Context: an optimization exercise on an open-source flow, tuned for small area, a short achievable clock period and few clock cycles. The choices shown serve that exercise and are no tape-out recipe. Where RTL was checked, it was by simulation tests only, not by an equivalence proof against the original.

==> 08-07 <==
## xcc_fifo128
module xcc_fifo128 (
    input  wire        clk,
    input  wire        rst,
    input  wire        p_cmd_valid,
    input  wire [15:0] p_cmd,
    input  wire [31:0] p_mdata,
    output reg         p_rsp_valid,
    output reg  [15:0] p_rsp,
    input  wire        c_cmd_valid,
    input  wire [15:0] c_cmd,
    output reg         c_rsp_valid,
    output reg  [15:0] c_rsp
);
==> flow/config.mk <==
export PLATFORM = sky130hd
export DESIGN_NAME = xcc_fifo128
export DESIGN_NICKNAME = xcc_fifo128
export VERILOG_FILES = /design/flow/design.v
export SDC_FILE = /design/flow/constraint.sdc
export NUM_CORES = 4
export LEC_CHECK = 0
export CAP_MARGIN = 20
export CORE_MARGIN = 2
export CORE_UTILIZATION = 55
export CTS_BUF_LIST = sky130_fd_sc_hd__clkbuf_8
export SETUP_SLACK_MARGIN = 4.3
export SLEW_MARGIN = 20
export SYNTH_HIERARCHICAL = 1
export SYNTH_MINIMUM_KEEP_SIZE = 0
export TNS_END_PERCENT = 5
==> flow/constraint.sdc <==
create_clock -name core_clock -period 7.0 [get_ports {clk}]
set_input_delay 1.4000 -clock core_clock [delete_from_list [all_inputs] [get_ports {clk}]]
set_output_delay 1.4000 -clock core_clock [all_outputs]
set_load 0.01 [all_outputs]
standard.sh (not shown) runs the stock make flow with config.mk's settings and CLKGATE_MAP_FILE= SYNTH_SCRIPT=/design/flow/synth_recipe.tcl, a recipe that flattens the netlist after the stock synthesis.
==> flow/flow/run.sh <==
#!/bin/bash
# The standard layout (the standard.sh, standard synthesis included),
# with the port buffers that buffer_ports inserts made buf_4 cells instead
# of the weakest buffer it picks by default. Every port still gets its own
# buffer. make's full output goes to standard_flow.log here; ORFS's own
# per-step logs are under orfs/logs.
set -euo pipefail
export BUFFER_PORTS_ARGS="-buffer_cell sky130_fd_sc_hd__buf_4"
bash standard.sh "BUFFER_PORTS_ARGS=-buffer_cell sky130_fd_sc_hd__buf_4" finish > standard_flow.log 2>&1
==> inputs of 11-10, as changes to 08-07 <==
--- a/flow/design.v
+++ b/flow/design.v
@@ -43,16 +43,17 @@
     reg  [7:0]  p_fr;            
     reg  [7:0]  p_rel;           
     reg  [15:0] m_code;
     reg  [31:0] m_rot0, m_rot1, m_rot2;
     reg  [31:0] m_trans0, m_trans1, m_trans2;
     reg  [6:0]  m_vld;           
     reg         e_busy;
     reg  [4:0]  e_rem;           
+    reg  [7:0]  e_free;          
     reg  [7:0]  c_rbin;
     reg         c_vopen;
     reg  [7:0]  c_vlen;
     reg         c_err;
     reg  [3:0]  c_ecause;
     reg  [15:0] c_ecmd;
     reg  [6:0]  r_pa;
     reg  [6:0]  r_pidx;
@@ -61,17 +62,16 @@
     reg         r_ready;         
     wire       p_room    = (p_fr >= 8'd30);
     wire [7:0] p_fr_rel  = p_fr + p_rel;
     wire [7:0] p_wadd    = p_gopen ? p_glen : 8'd30;
     wire [7:0] p_wbin_add = p_wbin + p_wadd;
     wire [7:0] p_fr_sub  = p_fr_rel - p_wadd;
     wire [7:0] c_avail   = p_wbin - c_rbin;
     wire [7:0] c_avail_e = c_avail + 8'd30;
-    wire [7:0] e_free_now = (p_fr > 8'd98) ? 8'd128 : p_fr + 8'd30;
     reg [7:0] fb_raw;
     reg       fb_vld;
     always @(*) begin
         fb_vld = 1'b1;
         case (e_rem)
             5'd29: fb_raw = 8'hAA;
             5'd28: begin fb_raw = m_code[7:0];     fb_vld = m_vld[0]; end
             5'd27: begin fb_raw = m_code[15:8];    fb_vld = m_vld[0]; end
@@ -146,18 +146,16 @@
     wire p_full  = p_arg > p_fr;                   
     wire p_grant = p_take && p_ok_g && !p_full;
     wire p_put   = p_take && p_ok_p;
     wire p_cmt   = p_take && p_ok_c;
     wire p_cncl  = p_take && p_ok_x;
     wire p_ld    = p_take && p_ok_l;
     wire p_emit  = p_take && p_ok_e;
     wire e_start = p_emit && p_room;
-    wire [7:0] p_fr_next;
-    xcc_fifo128_sel8 u_fsel (.s(p_cmt || e_start), .a(p_fr_sub), .b(p_fr_rel), .y(p_fr_next));
     wire e_last  = e_busy && e_rem == 5'd0;
     reg [7:0] p_status_data;
     always @(*) begin
         case (p_arg[2:0])
             3'd0:    p_status_data = {p_err, 2'b00, p_gopen, p_ecause & {4{p_err}}};
             3'd1:    p_status_data = p_ecmd[7:0] & {8{p_err}};
             3'd2:    p_status_data = p_ecmd[15:8] & {8{p_err}};
             3'd3:    p_status_data = p_fr;
@@ -178,17 +176,17 @@
             4'h9:    begin p_rdata = p_fr; p_rst = ST_FULL; end
             default: p_rdata = p_status_data;
         endcase
         if (p_illegal) begin
             p_rdata = {4'd0, p_cause};
             p_rst   = ST_ILLEGAL;
         end
         if (e_busy) begin
-            p_rdata = e_free_now;
+            p_rdata = e_free;
             p_rst   = ST_OK;
         end
     end
     always @(posedge clk) begin
         p_rsp <= {p_rdata, 5'b00000, p_rst};
     end
     always @(posedge clk) begin
         if (p_ld) begin
@@ -219,17 +217,17 @@
             p_fr        <= 8'd128;
             m_vld       <= 7'd0;
             e_busy      <= 1'b0;
             w_en        <= 1'b0;
             p_rsp_valid <= 1'b0;
         end else begin
             p_rsp_valid <= e_busy ? e_last : (p_cmd_valid && !e_start);
             w_en        <= e_start || p_put || (e_busy && !e_last);
-            p_fr        <= p_fr_next;
+            p_fr        <= p_fr_rel;
             if (p_take && p_illegal)
                 p_err <= 1'b1;
             if (p_ld)
                 m_vld[p_arg[2:0]] <= 1'b1;
             if (p_grant) begin
                 p_gopen <= 1'b1;
                 p_glen  <= p_arg;
                 p_gcnt  <= 8'd0;
@@ -238,23 +236,26 @@
                 p_gcnt  <= p_gcnt + 8'd1;
             if (p_cmt || p_cncl) begin
                 p_gopen <= 1'b0;
                 p_glen  <= 8'd0;
                 p_gcnt  <= 8'd0;
             end
             if (p_cmt) begin
                 p_wbin  <= p_wbin_add;
+                p_fr    <= p_fr_sub;
             end
             if (p_emit && !p_room)
                 m_vld   <= 7'd0;
             if (e_start) begin
                 p_wbin  <= p_wbin_add;
+                p_fr    <= p_fr_sub;
                 e_busy  <= 1'b1;
                 e_rem   <= FRAME_LAST;
+                e_free  <= p_fr;
             end
             if (e_busy) begin
                 e_rem   <= e_rem - 5'd1;
                 if (e_last) begin
                     e_busy <= 1'b0;
                     m_vld  <= 7'd0;
                 end
             end
@@ -311,31 +312,30 @@
     generate
         for (gi = 0; gi < 16; gi = gi + 1) begin : g_grp
             xcc_fifo128_ao8 u_ao (
                 .d0(mem[8*gi]),   .d1(mem[8*gi+1]), .d2(mem[8*gi+2]), .d3(mem[8*gi+3]),
                 .d4(mem[8*gi+4]), .d5(mem[8*gi+5]), .d6(mem[8*gi+6]), .d7(mem[8*gi+7]),
                 .s(r_sel[8*gi +: 8]), .y(r_grp[gi]));
         end
     endgenerate
-    wire [127:0] r_grps = {r_grp[15], r_grp[14], r_grp[13], r_grp[12],
-                           r_grp[11], r_grp[10], r_grp[9],  r_grp[8],
-                           r_grp[7],  r_grp[6],  r_grp[5],  r_grp[4],
-                           r_grp[3],  r_grp[2],  r_grp[1],  r_grp[0]};
+    wire [7:0] r_mem = r_grp[0]  | r_grp[1]  | r_grp[2]  | r_grp[3]  |
+                       r_grp[4]  | r_grp[5]  | r_grp[6]  | r_grp[7]  |
+                       r_grp[8]  | r_grp[9]  | r_grp[10] | r_grp[11] |
+                       r_grp[12] | r_grp[13] | r_grp[14] | r_grp[15];
     wire       r_fwd   = w_en && (w_addr == r_pa);
     wire       r_hit   = r_pvalid && (c_arg[6:0] == r_pidx);
     wire       r_done  = r_wait && r_ready;
     wire [7:0] c_rbin_arg = c_rbin + c_arg;
     wire c_take = c_cmd_valid && !r_wait;
     wire c_try  = c_take && c_ok_t;
     wire c_peek = c_take && c_ok_p;
     wire c_rel  = c_take && c_ok_r;
     wire c_open = c_try && (e_start || c_avail != 8'd0);
-    wire [7:0] c_tavail;
-    xcc_fifo128_sel8 u_tsel (.s(e_start), .a(c_avail_e), .b(c_avail), .y(c_tavail));
+    wire [7:0] c_tavail = e_start ? c_avail_e : c_avail;
     wire c_mem = (r_wait || (c_is_p && !c_illegal)) && !r_fwd;
     reg [7:0] c_rdata;
     reg [2:0] c_rst;
     always @(*) begin
         c_rst = ST_OK;
         case (c_op)
             4'h1:    begin c_rdata = c_tavail; if (!e_start && c_avail == 8'd0) c_rst = ST_EMPTY; end
             4'h2:    c_rdata = w_data;
@@ -346,20 +346,18 @@
             c_rdata = {4'd0, c_cause};
             c_rst   = ST_ILLEGAL;
         end
         if (r_wait) begin
             c_rdata = w_data;
             c_rst   = ST_OK;
         end
     end
-    wire [7:0] c_byte;
-    xcc_fifo128_rsel u_rsel (.g(r_grps), .sel(c_mem), .alt(c_rdata), .y(c_byte));
     always @(posedge clk) begin
-        c_rsp <= {c_byte, 5'b00000, c_rst};
+        c_rsp <= {c_mem ? r_mem : c_rdata, 5'b00000, c_rst};
     end
     always @(posedge clk) begin
         if (!c_err) begin
             c_ecause <= c_cause;
             c_ecmd   <= c_cmd;
         end
     end
     always @(posedge clk) begin
@@ -415,28 +413,8 @@
 module xcc_fifo128_ao8 (
     input  wire [7:0] d0, d1, d2, d3, d4, d5, d6, d7,
     input  wire [7:0] s,
     output wire [7:0] y
 );
     assign y = (d0 & {8{s[0]}}) | (d1 & {8{s[1]}}) | (d2 & {8{s[2]}}) | (d3 & {8{s[3]}}) |
                (d4 & {8{s[4]}}) | (d5 & {8{s[5]}}) | (d6 & {8{s[6]}}) | (d7 & {8{s[7]}});
 endmodule
-module xcc_fifo128_rsel (
-    input  wire [127:0] g,
-    input  wire         sel,
-    input  wire [7:0]   alt,
-    output wire [7:0]   y
-);
-    wire [7:0] o = g[7:0]     | g[15:8]    | g[23:16]   | g[31:24]   |
-                   g[39:32]   | g[47:40]   | g[55:48]   | g[63:56]   |
-                   g[71:64]   | g[79:72]   | g[87:80]   | g[95:88]   |
-                   g[103:96]  | g[111:104] | g[119:112] | g[127:120];
-    assign y = sel ? o : alt;
-endmodule
-module xcc_fifo128_sel8 (
-    input  wire       s,
-    input  wire [7:0] a,
-    input  wire [7:0] b,
-    output wire [7:0] y
-);
-    assign y = s ? a : b;
-endmodule
==> flow/config.mk (replaced) <==
export PLATFORM = sky130hd
export DESIGN_NAME = xcc_fifo128
export DESIGN_NICKNAME = xcc_fifo128
export VERILOG_FILES = /design/flow/design.v
export SDC_FILE = /design/flow/constraint.sdc
export NUM_CORES = 4
export LEC_CHECK = 0
export CAP_MARGIN = 20
export CORE_MARGIN = 2
export CORE_UTILIZATION = 40
export CTS_BUF_LIST = sky130_fd_sc_hd__clkbuf_8
export SETUP_SLACK_MARGIN = 4.5
export SLEW_MARGIN = 20
export SYNTH_HIERARCHICAL = 1
export SYNTH_MINIMUM_KEEP_SIZE = 0
export TNS_END_PERCENT = 3
==> inputs of 12-18, as changes to 08-07 <==
--- a/flow/design.v
+++ b/flow/design.v
@@ -146,18 +146,16 @@
     wire p_full  = p_arg > p_fr;                   
     wire p_grant = p_take && p_ok_g && !p_full;
     wire p_put   = p_take && p_ok_p;
     wire p_cmt   = p_take && p_ok_c;
     wire p_cncl  = p_take && p_ok_x;
     wire p_ld    = p_take && p_ok_l;
     wire p_emit  = p_take && p_ok_e;
     wire e_start = p_emit && p_room;
-    wire [7:0] p_fr_next;
-    xcc_fifo128_sel8 u_fsel (.s(p_cmt || e_start), .a(p_fr_sub), .b(p_fr_rel), .y(p_fr_next));
     wire e_last  = e_busy && e_rem == 5'd0;
     reg [7:0] p_status_data;
     always @(*) begin
         case (p_arg[2:0])
             3'd0:    p_status_data = {p_err, 2'b00, p_gopen, p_ecause & {4{p_err}}};
             3'd1:    p_status_data = p_ecmd[7:0] & {8{p_err}};
             3'd2:    p_status_data = p_ecmd[15:8] & {8{p_err}};
             3'd3:    p_status_data = p_fr;
@@ -219,17 +217,17 @@
             p_fr        <= 8'd128;
             m_vld       <= 7'd0;
             e_busy      <= 1'b0;
             w_en        <= 1'b0;
             p_rsp_valid <= 1'b0;
         end else begin
             p_rsp_valid <= e_busy ? e_last : (p_cmd_valid && !e_start);
             w_en        <= e_start || p_put || (e_busy && !e_last);
-            p_fr        <= p_fr_next;
+            p_fr        <= p_fr_rel;
             if (p_take && p_illegal)
                 p_err <= 1'b1;
             if (p_ld)
                 m_vld[p_arg[2:0]] <= 1'b1;
             if (p_grant) begin
                 p_gopen <= 1'b1;
                 p_glen  <= p_arg;
                 p_gcnt  <= 8'd0;
@@ -238,21 +236,23 @@
                 p_gcnt  <= p_gcnt + 8'd1;
             if (p_cmt || p_cncl) begin
                 p_gopen <= 1'b0;
                 p_glen  <= 8'd0;
                 p_gcnt  <= 8'd0;
             end
             if (p_cmt) begin
                 p_wbin  <= p_wbin_add;
+                p_fr    <= p_fr_sub;
             end
             if (p_emit && !p_room)
                 m_vld   <= 7'd0;
             if (e_start) begin
                 p_wbin  <= p_wbin_add;
+                p_fr    <= p_fr_sub;
                 e_busy  <= 1'b1;
                 e_rem   <= FRAME_LAST;
             end
             if (e_busy) begin
                 e_rem   <= e_rem - 5'd1;
                 if (e_last) begin
                     e_busy <= 1'b0;
                     m_vld  <= 7'd0;
@@ -324,18 +324,17 @@
     wire       r_hit   = r_pvalid && (c_arg[6:0] == r_pidx);
     wire       r_done  = r_wait && r_ready;
     wire [7:0] c_rbin_arg = c_rbin + c_arg;
     wire c_take = c_cmd_valid && !r_wait;
     wire c_try  = c_take && c_ok_t;
     wire c_peek = c_take && c_ok_p;
     wire c_rel  = c_take && c_ok_r;
     wire c_open = c_try && (e_start || c_avail != 8'd0);
-    wire [7:0] c_tavail;
-    xcc_fifo128_sel8 u_tsel (.s(e_start), .a(c_avail_e), .b(c_avail), .y(c_tavail));
+    wire [7:0] c_tavail = e_start ? c_avail_e : c_avail;
     wire c_mem = (r_wait || (c_is_p && !c_illegal)) && !r_fwd;
     reg [7:0] c_rdata;
     reg [2:0] c_rst;
     always @(*) begin
         c_rst = ST_OK;
         case (c_op)
             4'h1:    begin c_rdata = c_tavail; if (!e_start && c_avail == 8'd0) c_rst = ST_EMPTY; end
             4'h2:    c_rdata = w_data;
@@ -427,16 +426,8 @@
     output wire [7:0]   y
 );
     wire [7:0] o = g[7:0]     | g[15:8]    | g[23:16]   | g[31:24]   |
                    g[39:32]   | g[47:40]   | g[55:48]   | g[63:56]   |
                    g[71:64]   | g[79:72]   | g[87:80]   | g[95:88]   |
                    g[103:96]  | g[111:104] | g[119:112] | g[127:120];
     assign y = sel ? o : alt;
 endmodule
-module xcc_fifo128_sel8 (
-    input  wire       s,
-    input  wire [7:0] a,
-    input  wire [7:0] b,
-    output wire [7:0] y
-);
-    assign y = s ? a : b;
-endmodule
==> inputs of 07-23, as changes to 08-07 <==
--- a/flow/design.v
+++ b/flow/design.v
@@ -146,18 +146,16 @@
     wire p_full  = p_arg > p_fr;                   
     wire p_grant = p_take && p_ok_g && !p_full;
     wire p_put   = p_take && p_ok_p;
     wire p_cmt   = p_take && p_ok_c;
     wire p_cncl  = p_take && p_ok_x;
     wire p_ld    = p_take && p_ok_l;
     wire p_emit  = p_take && p_ok_e;
     wire e_start = p_emit && p_room;
-    wire [7:0] p_fr_next;
-    xcc_fifo128_sel8 u_fsel (.s(p_cmt || e_start), .a(p_fr_sub), .b(p_fr_rel), .y(p_fr_next));
     wire e_last  = e_busy && e_rem == 5'd0;
     reg [7:0] p_status_data;
     always @(*) begin
         case (p_arg[2:0])
             3'd0:    p_status_data = {p_err, 2'b00, p_gopen, p_ecause & {4{p_err}}};
             3'd1:    p_status_data = p_ecmd[7:0] & {8{p_err}};
             3'd2:    p_status_data = p_ecmd[15:8] & {8{p_err}};
             3'd3:    p_status_data = p_fr;
@@ -219,17 +217,17 @@
             p_fr        <= 8'd128;
             m_vld       <= 7'd0;
             e_busy      <= 1'b0;
             w_en        <= 1'b0;
             p_rsp_valid <= 1'b0;
         end else begin
             p_rsp_valid <= e_busy ? e_last : (p_cmd_valid && !e_start);
             w_en        <= e_start || p_put || (e_busy && !e_last);
-            p_fr        <= p_fr_next;
+            p_fr        <= p_fr_rel;
             if (p_take && p_illegal)
                 p_err <= 1'b1;
             if (p_ld)
                 m_vld[p_arg[2:0]] <= 1'b1;
             if (p_grant) begin
                 p_gopen <= 1'b1;
                 p_glen  <= p_arg;
                 p_gcnt  <= 8'd0;
@@ -238,21 +236,23 @@
                 p_gcnt  <= p_gcnt + 8'd1;
             if (p_cmt || p_cncl) begin
                 p_gopen <= 1'b0;
                 p_glen  <= 8'd0;
                 p_gcnt  <= 8'd0;
             end
             if (p_cmt) begin
                 p_wbin  <= p_wbin_add;
+                p_fr    <= p_fr_sub;
             end
             if (p_emit && !p_room)
                 m_vld   <= 7'd0;
             if (e_start) begin
                 p_wbin  <= p_wbin_add;
+                p_fr    <= p_fr_sub;
                 e_busy  <= 1'b1;
                 e_rem   <= FRAME_LAST;
             end
             if (e_busy) begin
                 e_rem   <= e_rem - 5'd1;
                 if (e_last) begin
                     e_busy <= 1'b0;
                     m_vld  <= 7'd0;
@@ -311,31 +311,30 @@
     generate
         for (gi = 0; gi < 16; gi = gi + 1) begin : g_grp
             xcc_fifo128_ao8 u_ao (
                 .d0(mem[8*gi]),   .d1(mem[8*gi+1]), .d2(mem[8*gi+2]), .d3(mem[8*gi+3]),
                 .d4(mem[8*gi+4]), .d5(mem[8*gi+5]), .d6(mem[8*gi+6]), .d7(mem[8*gi+7]),
                 .s(r_sel[8*gi +: 8]), .y(r_grp[gi]));
         end
     endgenerate
-    wire [127:0] r_grps = {r_grp[15], r_grp[14], r_grp[13], r_grp[12],
-                           r_grp[11], r_grp[10], r_grp[9],  r_grp[8],
-                           r_grp[7],  r_grp[6],  r_grp[5],  r_grp[4],
-                           r_grp[3],  r_grp[2],  r_grp[1],  r_grp[0]};
+    wire [7:0] r_mem = r_grp[0]  | r_grp[1]  | r_grp[2]  | r_grp[3]  |
+                       r_grp[4]  | r_grp[5]  | r_grp[6]  | r_grp[7]  |
+                       r_grp[8]  | r_grp[9]  | r_grp[10] | r_grp[11] |
+                       r_grp[12] | r_grp[13] | r_grp[14] | r_grp[15];
     wire       r_fwd   = w_en && (w_addr == r_pa);
     wire       r_hit   = r_pvalid && (c_arg[6:0] == r_pidx);
     wire       r_done  = r_wait && r_ready;
     wire [7:0] c_rbin_arg = c_rbin + c_arg;
     wire c_take = c_cmd_valid && !r_wait;
     wire c_try  = c_take && c_ok_t;
     wire c_peek = c_take && c_ok_p;
     wire c_rel  = c_take && c_ok_r;
     wire c_open = c_try && (e_start || c_avail != 8'd0);
-    wire [7:0] c_tavail;
-    xcc_fifo128_sel8 u_tsel (.s(e_start), .a(c_avail_e), .b(c_avail), .y(c_tavail));
+    wire [7:0] c_tavail = e_start ? c_avail_e : c_avail;
     wire c_mem = (r_wait || (c_is_p && !c_illegal)) && !r_fwd;
     reg [7:0] c_rdata;
     reg [2:0] c_rst;
     always @(*) begin
         c_rst = ST_OK;
         case (c_op)
             4'h1:    begin c_rdata = c_tavail; if (!e_start && c_avail == 8'd0) c_rst = ST_EMPTY; end
             4'h2:    c_rdata = w_data;
@@ -346,20 +345,18 @@
             c_rdata = {4'd0, c_cause};
             c_rst   = ST_ILLEGAL;
         end
         if (r_wait) begin
             c_rdata = w_data;
             c_rst   = ST_OK;
         end
     end
-    wire [7:0] c_byte;
-    xcc_fifo128_rsel u_rsel (.g(r_grps), .sel(c_mem), .alt(c_rdata), .y(c_byte));
     always @(posedge clk) begin
-        c_rsp <= {c_byte, 5'b00000, c_rst};
+        c_rsp <= {c_mem ? r_mem : c_rdata, 5'b00000, c_rst};
     end
     always @(posedge clk) begin
         if (!c_err) begin
             c_ecause <= c_cause;
             c_ecmd   <= c_cmd;
         end
     end
     always @(posedge clk) begin
@@ -415,28 +412,8 @@
 module xcc_fifo128_ao8 (
     input  wire [7:0] d0, d1, d2, d3, d4, d5, d6, d7,
     input  wire [7:0] s,
     output wire [7:0] y
 );
     assign y = (d0 & {8{s[0]}}) | (d1 & {8{s[1]}}) | (d2 & {8{s[2]}}) | (d3 & {8{s[3]}}) |
                (d4 & {8{s[4]}}) | (d5 & {8{s[5]}}) | (d6 & {8{s[6]}}) | (d7 & {8{s[7]}});
 endmodule
-module xcc_fifo128_rsel (
-    input  wire [127:0] g,
-    input  wire         sel,
-    input  wire [7:0]   alt,
-    output wire [7:0]   y
-);
-    wire [7:0] o = g[7:0]     | g[15:8]    | g[23:16]   | g[31:24]   |
-                   g[39:32]   | g[47:40]   | g[55:48]   | g[63:56]   |
-                   g[71:64]   | g[79:72]   | g[87:80]   | g[95:88]   |
-                   g[103:96]  | g[111:104] | g[119:112] | g[127:120];
-    assign y = sel ? o : alt;
-endmodule
-module xcc_fifo128_sel8 (
-    input  wire       s,
-    input  wire [7:0] a,
-    input  wire [7:0] b,
-    output wire [7:0] y
-);
-    assign y = s ? a : b;
-endmodule
==> flow/config.mk (replaced) <==
export PLATFORM = sky130hd
export DESIGN_NAME = xcc_fifo128
export DESIGN_NICKNAME = xcc_fifo128
export VERILOG_FILES = /design/flow/design.v
export SDC_FILE = /design/flow/constraint.sdc
export NUM_CORES = 4
export LEC_CHECK = 0
export CAP_MARGIN = 20
export CORE_MARGIN = 2
export CORE_UTILIZATION = 40
export CTS_BUF_LIST = sky130_fd_sc_hd__clkbuf_8
export SETUP_SLACK_MARGIN = 4.7
export SLEW_MARGIN = 20
export SYNTH_HIERARCHICAL = 1
export SYNTH_MINIMUM_KEEP_SIZE = 0
export TNS_END_PERCENT = 5
==> qor summary <==
|  | 07-23 | 11-10 | 12-18 | 08-07 |
|---|---|---|---|---|
| Status | no timing/DRC/antenna violations | no timing/DRC/antenna violations | no timing/DRC/antenna violations | no timing/DRC/antenna violations |
| Mapped Area | 56900 sq um | 56800 sq um | 56400 sq um | 57400 sq um |
| Met2 track utilization from global routing | 35.3% | 34.0% | 50.4% | 51.0% |
| Utilization after layout | 48.2% | 48.2% | 63.7% | 62.7% |
| Insertion delay to the later sink of the worst-skew pair | 0.96 ns | 0.95 ns | 0.92 ns | 0.90 ns |
| Start point of the worst min-delay path | m_vld[5] | e_free[1] | m_vld[4] | m_vld[2] |
| Length of the first detailed-routing pass in iterations | 8 | 9 | 6 | 9 |
| CP Launch Point | r_pa[0] | r_pa[0] | p_cmd[4] | r_pa[0] |
| Average via count per standard cell | 5.93 | 5.97 | 6.41 | 6.46 |
| Worst-case clock skew | 0.0505 ns | 0.0652 ns | 0.0393 ns | 0.0465 ns |
| Flip-flop and latch area | 41000 sq um | 41200 sq um | 41000 sq um | 40900 sq um |
| Proportion of cell area occupied by multi-input gates | 25.5% | 24.7% | 24.6% | 24.6% |
| Worst slack at placement | 2.63 ns | 2.69 ns | 2.21 ns | 2.36 ns |
| Antenna violations before repair | 9 | 2 | 2 | 11 |
Testbench counts of 11-10, summed over its fixed seeds: cycles 6,942.
Testbench counts of 07-23, summed over its fixed seeds: cycles 6,942.
The RTL of 08-07 and 12-18 was laid out without a check of its function.

## static timing again, ports no longer ideal
Ports are ideal in the flow. The routed layouts listed here were re-timed in OpenROAD.
Step 1, drivers: a clkbuf_16 drives clk and a buf_2 each remaining input, both assumed.
Step 2, shift: input delay + t, output delay - t, t = (earliest + latest rising clock arrival at the registers) / 2. This alone moves slack from input paths to output paths.
a / b / c = no drivers / after step 1 / after step 2; a / b = the first two.
run | shift t [ns] | setup WS [ns] | hold WS [ns] | worst data-port slew with drivers (ns)
08-07 | 0.951 | 3.598 / 3.598 / 2.751 | 0.486 / 0.486 / 0.486 | 0.16
11-10 | 0.987 | 3.856 / 3.856 / 3.049 | 0.458 / 0.458 / 0.458 | 0.19
12-18 | 0.958 | 3.858 / 3.885 / 2.927 | 0.471 / 0.471 / 0.471 | 0.06
07-23 | 1.014 | 3.809 / 3.809 / 3.092 | 0.474 / 0.474 / 0.474 | 0.13
After both steps setup and hold are still met in every run listed. The setup slack of 12-18, which loses most, moves by +0.027 ns with the drivers and by -0.931 ns with both steps.
